This is an optimization exercise on Yosys and OpenROAD, whose aim is a short achievable clock period and few clock cycles, not a production implementation. At most, simulation tests tie the RTL to the original design; equivalence was not proved. The clock input has no modelled driver; a real chip could not lean on it and would need a root buffer or a full tree. Power and IR drop assume default switching activity.

Design cm0_dbgctl, start of the top module:
module cm0_dbgctl #(
    parameter integer P_POLL_LIMIT = 100
) (
    input  wire        clk,
    input  wire        rst,            
    input  wire        cmd_valid,
    output wire        cmd_ready,
    input  wire [31:0] cmd_word,
    input  wire [31:0] cmd_arg,
    output reg         resp_valid,
    output reg  [2:0]  resp_status,
    output reg  [31:0] resp_data,
    output reg  [7:0]  resp_err,
    output wire        bus_req,
    output wire        bus_we,
    output wire [31:0] bus_addr,
    output wire [31:0] bus_wdata,
    input  wire        bus_ack,
    input  wire [31:0] bus_rdata,
    input  wire        bus_err,
    input  wire [7:0]  bus_err_code
);
    localparam [2:0] ST_OK          = 3'd0;
    localparam [2:0] ST_TIMEOUT     = 3'd1;
    localparam [2:0] ST_TRANSPORT   = 3'd2;
    localparam [2:0] ST_UNSUPPORTED = 3'd3;
    localparam [2:0] ST_ILLEGAL     = 3'd4;
    localparam [3:0] OP_RDREG    = 4'h1;
    localparam [3:0] OP_WRREG    = 4'h2;
    localparam [3:0] OP_HALT     = 4'h3;
    localparam [3:0] OP_RUN      = 4'h4;
    localparam [3:0] OP_STEP     = 4'h5;
    localparam [3:0] OP_WAITH    = 4'h6;
    localparam [3:0] OP_BPUNITS  = 4'h7;
    localparam [3:0] OP_BPEN     = 4'h8;
    localparam [3:0] OP_SETBP    = 4'h9;
    localparam [3:0] OP_ENBP     = 4'hA;
    localparam [3:0] OP_DISBP    = 4'hB;
    localparam [3:0] OP_BASICREG = 4'hC;
  ...
For scale: ~780 cells after synthesis, ~220 I/O pins.
export LEC_CHECK = 0
export CAP_MARGIN = 20
export CORE_MARGIN = 2
export CORE_UTILIZATION = 40
export SETUP_SLACK_MARGIN = 3.3
export SLEW_MARGIN = 20
create_clock -name core_clock -period 5.0 [get_ports {clk}]
standard.sh (not shown) runs the stock make flow with config.mk's settings and CLKGATE_MAP_FILE= SYNTH_SCRIPT=/design/flow/synth_recipe.tcl, a recipe that flattens the netlist after the stock synthesis.
==> flow/flow/run.sh <==
#!/bin/bash
# Layout flow: the standard synthesis unchanged, then the standard ORFS
# steps with port buffers that the resizer may size freely.
set -euo pipefail
W="$(pwd)"
bash "$W/standard.sh" synth > "$W/make_synth.log" 2>&1
bash "$W/standard.sh" \
    MATCH_CELL_FOOTPRINT=0 \
    "BUFFER_PORTS_ARGS=-buffer_cell sky130_fd_sc_hd__buf_4" \
    finish > "$W/make_layout.log" 2>&1
The baseline completed with no timing, DRC or antenna violations.
Edit:
==> flow/run.sh (new file) <==
#!/bin/bash
# synth_recipe.tcl (not shown) runs the flow's synth.tcl, then flattens the netlist and writes it again
# the make line also repeats each setting of config.mk as NAME=value (left out here)
make -C /OpenROAD-flow-scripts/flow DESIGN_CONFIG=/design/flow/config.mk WORK_HOME=/design/flow/orfs CLKGATE_MAP_FILE= SYNTH_SCRIPT=/design/flow/synth_recipe.tcl finish
CTS_CLUSTER_DIAMETER = 150   (was default)
CTS_CLUSTER_SIZE = 40   (was default)
SETUP_SLACK_MARGIN = 3.5   (was 3.3)
TNS_END_PERCENT = 100   (was default)
removed: flow/flow/run.sh
removed: flow/standard.sh
After rerunning:
- routed wire length is higher by 17%
- synthesized cell count stays the same
- worst setup slack gets worse by 0.018 ns
- area after synthesis stays the same
- non-clock buffer count is higher by 72
- clock power is higher by about 10%
- cell count is higher by 5.9%
- core utilization is higher by 8.2 points
- global-route usage is higher by 3.6 points
- count of clock-buffer cells in the layout is lower by 2
Edit:
CTS_CLUSTER_DIAMETER = default   (was 150)
CTS_CLUSTER_SIZE = default   (was 40)
GPL_TIMING_DRIVEN = 1   (was default)
SETUP_SLACK_MARGIN = 2.8   (was 3.5)
TNS_END_PERCENT = default   (was 100)
The changed run finished with timing, DRC and antenna clean.
Power drops by 5.6%.
Design area drops by 20%.
Maximum frequency climbs by 2.4%.
No functional check of the RTL was part of any run of this note.

---

Setup of willow:
cm0_dbgctl, a different RTL version from the one above (not shown whole).
For scale: roughly 640 cells after synthesis, about 220 I/O pins, about 6800 um2 of cells after synthesis.
clock: 5.0 ns
lec_check: 0
cap_margin: 20
core_margin: 2
core_utilization: 65
place_density: 0.8
setup_slack_margin: 3.3
slew_margin: 20
==> flow/flow/run.sh <==
#!/bin/bash
# Layout flow: the standard synthesis unchanged, then the standard ORFS
# steps with port buffers that the resizer may size freely and a two-level
# hand-built clock tree (flow/cts_hook.tcl).
set -euo pipefail
W="$(pwd)"
F="$W/flow"
bash "$W/standard.sh" synth > "$W/make_synth.log" 2>&1
bash "$W/standard.sh" \
    MATCH_CELL_FOOTPRINT=0 \
    "BUFFER_PORTS_ARGS=-buffer_cell sky130_fd_sc_hd__buf_4" \
    "PRE_CTS_TCL=$F/cts_hook.tcl" \
    finish > "$W/make_layout.log" 2>&1
Other scripts of this flow, unchanged in this note and not shown: flow/flow/cts_hook.tcl, flow/flow/cts_tree.tcl
Status(willow) = ERROR, stage = 5_1_grt
Testbench counts of willow, summed over its fixed seeds: cycles 273,952.
Relative to willow, the following input files were edited for lagoon:
Settings: CORE_UTILIZATION changed from 65 to 40; PLACE_DENSITY removed (was 0.8); SETUP_SLACK_MARGIN changed from 3.3 to 3.1.
Findings:
lagoon completed; timing, DRC and antenna clean
There was hardly any difference in synthesized area between willow and lagoon.
Mux share of post-synthesis cell area: willow vs lagoon — no meaningful difference
Looking at die boundary width, lagoon sits 26% above willow.
Compared with willow, in lagoon number of gates given a new drive strength after cts down 180, routability congestion estimate from global placement went down, number of rows in the core area higher, detailed placer's ending HPWL +6.6%.
Edits applied to the flow inputs when going from lagoon to violet:
Settings: SETUP_SLACK_MARGIN changed from 3.1 to 3.3; GPL_TIMING_DRIVEN newly set to 1; PLACE_DENSITY newly set to 0.8; CORE_UTILIZATION changed from 40 to 65.
Results
violet never completed, since it errored out during 5_1_grt.
Max number of gates given a new drive strength after cts across violet and lagoon: violet
violet vs. lagoon: effective utilization at floorplan increased by 25 points relative to the old numbers; post-synthesis adder-cell area fraction closely matched the old numbers.
### violet -> fjord
Settings: a deleted PLACE_DENSITY that had been 0.8; a change of CORE_UTILIZATION from 65 to 40.
[summary]
- fjord was carried through to the last stage, and its layout satisfied the timing, design-rule and antenna checks.
- Diff violet -> fjord: synthesized cell count roughly the same, fraction of the mapped netlist area in simple logic gates roughly the same, final weighted congestion in routability-driven placement lower, overall die height higher, width of the die higher.
- Pre-CTS setup slack essentially unchanged between violet and fjord.
- When fjord is measured against violet, its initial core utilization turns out 25 points lower.
- violet -> fjord: number of instances in the placed design increased by a little under 10%
- Going from violet to fjord, post-detailed-placement half-perimeter wirelength grew by a little under 10%.
The following lists how nickel was set up differently from fjord:
Settings: GPL_TIMING_DRIVEN no longer set, was 1.
## What came out
Reported for fjord and nickel, via count turned out identical to the last digit. Area added between synthesis and finish of nickel is on par with fjord. Changes observed in nickel relative to fjord: layout filler cell count did not really move; final period utilization did not really move; power in the clock group did not really move; flip-flop and latch count did not really move. Reported for fjord and nickel, area of the mapped netlist turned out identical to the last digit. Taking fjord as the reference, in nickel wire length stayed essentially flat; power held steady; final worst hold slack neither gained nor lost much.
In lagoon, fjord and nickel the design's own scripts or RTL, not TritonCTS, make the clock network.

re-timing with driven ports:
The flow's constraints put no driver on any port. The routed layouts listed below were extracted and timed again, unchanged, in two steps.
Step 1 assumes that a clkbuf_16 drives the clock port and a buf_2 every other input.
Step 2 moves the port delays by t, midway between the first and last clock arrival at a register: inputs arrive t later, outputs are due t later. That takes back most of the time a late clock gives input paths.
Slacks: ideal ports / drivers / drivers and shift; pairs: ideal ports / drivers.
run | t (ns) | setup WS [ns] | worst hold slack (ns) | worst setup path after step 2 | latest minus earliest clock arrival (ns)
the first run of note 1 | 0.470 | 2.371 / 2.385 / 1.915 | 0.487 / 0.487 / 0.487 | input to register | 0.015 / 0.016
the second run of note 1 | 0.465 | 2.353 / 2.366 / 1.901 | 0.496 / 0.496 / 0.496 | input to register | 0.011 / 0.012
the third run of note 1 | 0.464 | 2.416 / 2.405 / 1.941 | 0.485 / 0.485 / 0.485 | input to register | 0.008 / 0.009
lagoon | 0.362 | 3.129 / 3.058 / 2.759 | 0.464 / 0.464 / 0.464 | input to register | 0.008 / 0.008
fjord | 0.361 | 3.111 / 3.052 / 2.691 | 0.465 / 0.465 / 0.465 | input to register | 0.009 / 0.008
nickel | 0.361 | 3.111 / 3.052 / 2.691 | 0.465 / 0.465 / 0.465 | input to register | 0.009 / 0.008
After both steps every run listed still meets setup and hold. The setup slack of the third run of note 1, which loses most, moves by -0.011 ns with the drivers and by -0.475 ns with both steps.
